Context: an optimization exercise on an open-source flow, tuned for small area, a short achievable clock period and few clock cycles. The choices shown serve that exercise and are no tape-out recipe. Only simulation tests tie the RTL to the original design; equivalence was not proved. Power and IR drop assume default switching activity. No driver is modelled on the clock port, so clocking that relies on it looks cheaper here than on a real chip.

Setup of red:
Design ash_rx, start of the top module:
module ash_rx (
    input  wire       clk,
    input  wire       rst,
    input  wire       in_valid,
    input  wire [7:0] in_byte,
    output wire       in_ready,
    output wire       out_valid,
    input  wire       out_ready,
    output wire [4:0] out_tag,
    output wire [7:0] out_data,
    output wire       out_last
);
Size in the first run: roughly 2,500 cells after synthesis, about 1,200 flip-flops, ~31,000 µm² of cells after synthesis.
export LEC_CHECK = 0
export ABC_AREA = 1
export CAP_MARGIN = 20
export CORE_MARGIN = 2
export CORE_UTILIZATION = 70
export SLEW_MARGIN = 20
create_clock -name core_clock -period 8.0 [get_ports {clk}]
standard.sh (not shown) runs the stock make flow with config.mk's settings and CLKGATE_MAP_FILE= SYNTH_SCRIPT=/design/flow/synth_recipe.tcl, a recipe that flattens the netlist after the stock synthesis.
==> flow/flow/run.sh <==
#!/bin/bash
# The standard layout (standard.sh: the standard synthesis and the ORFS
# steps to finish), with two changes: clock tree synthesis is run without
# dummy loads, and timing repair aims at a setup slack margin of 5.45 ns.
# Everything the steps print goes to standard.log here; ORFS keeps each
# step's own log under orfs/logs/.
set -euo pipefail
export CTS_ARGS="-sink_clustering_enable -repair_clock_nets -dont_use_dummy_load -sink_clustering_size 30 -sink_clustering_max_diameter 70"
export SETUP_SLACK_MARGIN=5.45
bash standard.sh > standard.log 2>&1
Testbench counts of red, summed over its fixed seeds: cycles 9,879.
What blue does differently from red at the input level:
- changing CORE_UTILIZATION from 70 to 40
diff --git a/flow/flow/run.sh b/flow/flow/run.sh
--- a/flow/flow/run.sh
+++ b/flow/flow/run.sh
@@ -7,4 +7,4 @@
 set -euo pipefail
 export CTS_ARGS="-sink_clustering_enable -repair_clock_nets -dont_use_dummy_load -sink_clustering_size 30 -sink_clustering_max_diameter 70"
-export SETUP_SLACK_MARGIN=5.45
+export SETUP_SLACK_MARGIN=5.5
 bash standard.sh > standard.log 2>&1
### Flow results
Non-clock buffer total of the final layout, blue and red: larger value in red
Across both runs, final cell count without fillers was higher for blue than for red.
Via count, blue and red, lower one = blue.
Sort blue and red by standard-cell row count asc -> top: red
Looking at growth of design area from synthesis to finish, blue sits 2.0 points above red.
Relative to red, the fill cell instance count of the final layout measured on blue has increased by more than 100%.
Compared with red, blue shows a higher worst slew margin relative to its limit.
Lower proportion of power drawn by the clock network was reported by red, not blue.
Delta (blue minus red): routed wire length fell about 7%, count of clock-buffer cells in the layout rose 2.
### blue -> green
- CORE_UTILIZATION now 60, was 40
diff --git a/flow/flow/run.sh b/flow/flow/run.sh
--- a/flow/flow/run.sh
+++ b/flow/flow/run.sh
@@ -7,4 +7,4 @@
 set -euo pipefail
 export CTS_ARGS="-sink_clustering_enable -repair_clock_nets -dont_use_dummy_load -sink_clustering_size 30 -sink_clustering_max_diameter 70"
-export SETUP_SLACK_MARGIN=5.5
+export SETUP_SLACK_MARGIN=5.45
 bash standard.sh > standard.log 2>&1
Notes after the runs:
green: all stages complete, timing, DRC and antenna checks passed. blue → green: areal power density over the cells moved up; non-clock buffer share of cell area increased by 0.19 points relative to the old numbers; worst hold slack increased 0.014 ns; area of combinational cells with multiple inputs went down by about 0.46%; via count saw a decrease. The cell count number comes out higher for blue vs green. Any difference in total power between green and blue is small enough to ignore. Netlist area before placement came out exactly the same in blue and green. green vs blue: clock-buffer cell count down. Relative to blue, transition time at the pin with the least slew margin has gone up in green.
#### Input delta (orange over green)
- clearing ABC_AREA, which used to be 1
- swapping 60 for 40 in CORE_UTILIZATION
diff --git a/flow/flow/run.sh b/flow/flow/run.sh
--- a/flow/flow/run.sh
+++ b/flow/flow/run.sh
@@ -6,5 +6,5 @@
 # step's own log under orfs/logs/.
 set -euo pipefail
-export CTS_ARGS="-sink_clustering_enable -repair_clock_nets -dont_use_dummy_load -sink_clustering_size 30 -sink_clustering_max_diameter 70"
+export CTS_ARGS="-sink_clustering_enable -repair_clock_nets -dont_use_dummy_load -sink_clustering_size 35 -sink_clustering_max_diameter 70"
 export SETUP_SLACK_MARGIN=5.45
 bash standard.sh > standard.log 2>&1
Findings:
Of the two values seen for capturing element of the worst setup path, out_last was produced by orange and out_tag[3] by green.
Cmp green and orange / synthesized cell count / higher: green
Sort green and orange by met1 track demand over resource in global routing desc -> top: green
Comparing green and orange, the higher clock group total power is on green.
green -> orange: non-clock buffer count increased by more than a quarter
orange: no failed stages, no open violations at the end
green went all the way through synthesis, placement and routing and the layout is clean on timing, DRC and antenna.
Input-level comparison between purple and orange:
- putting ABC_AREA at 1 where nothing was set
diff --git a/flow/flow/run.sh b/flow/flow/run.sh
--- a/flow/flow/run.sh
+++ b/flow/flow/run.sh
@@ -6,5 +6,5 @@
 # step's own log under orfs/logs/.
 set -euo pipefail
-export CTS_ARGS="-sink_clustering_enable -repair_clock_nets -dont_use_dummy_load -sink_clustering_size 35 -sink_clustering_max_diameter 70"
+export CTS_ARGS="-sink_clustering_enable -repair_clock_nets -dont_use_dummy_load -sink_clustering_size 30 -sink_clustering_max_diameter 70"
 export SETUP_SLACK_MARGIN=5.45
 bash standard.sh > standard.log 2>&1
### Flow results
Sort purple and orange by initial antenna violation count, descending, and orange comes first. Final standard cell count with taps included and fillers excluded, purple vs orange: up by more than 10%. Measured against orange, the detailed router's first-iteration violation count of purple comes out at 1.3 times the reference value. Compared with orange, purple shows total power of the final layout that has gone up by a few percent. purple vs orange: non-clock buffer count down by more than a quarter. Share of the cycle needed by the critical path after routing: purple and orange compared, higher one is orange. Compared with orange, purple shows a synthesis-to-layout area growth that is 1.1 points lower. purple — clock period minus final worst setup slack 0.046 ns lower, orange as reference.

-- separate check: timing with driven ports --
No port has a modelled driver above. Below, the same layouts with a new extraction and two added sets of constraints. Step 1, drivers: a clkbuf_16 drives clk and a buf_2 each remaining input, both assumed. Step 2 moves the port delays by t, midway between the first and last clock arrival at a register: inputs arrive t later, outputs are due t later. That takes back most of the time a late clock gives input paths. Three values: ideal ports, drivers, drivers and shift; two values: the first two.
run | shift t [ns] | setup WS [ns] | worst setup path after step 2 | worst data-port slew with drivers (ns)
red | 0.639 | 5.358 / 5.300 / 4.854 | input to register | 0.04
blue | 0.659 | 5.300 / 5.236 / 4.929 | input to register | 0.05
green | 0.653 | 5.358 / 5.299 / 4.866 | input to register | 0.05
orange | 0.657 | 5.276 / 5.216 / 4.817 | input to register | 0.08
purple | 0.662 | 5.322 / 5.260 / 4.882 | input to register | 0.05
After both steps setup and hold are still met in every run listed. For red, which loses most, drivers alone change the setup slack by -0.058 ns; drivers and shift together by -0.504 ns.
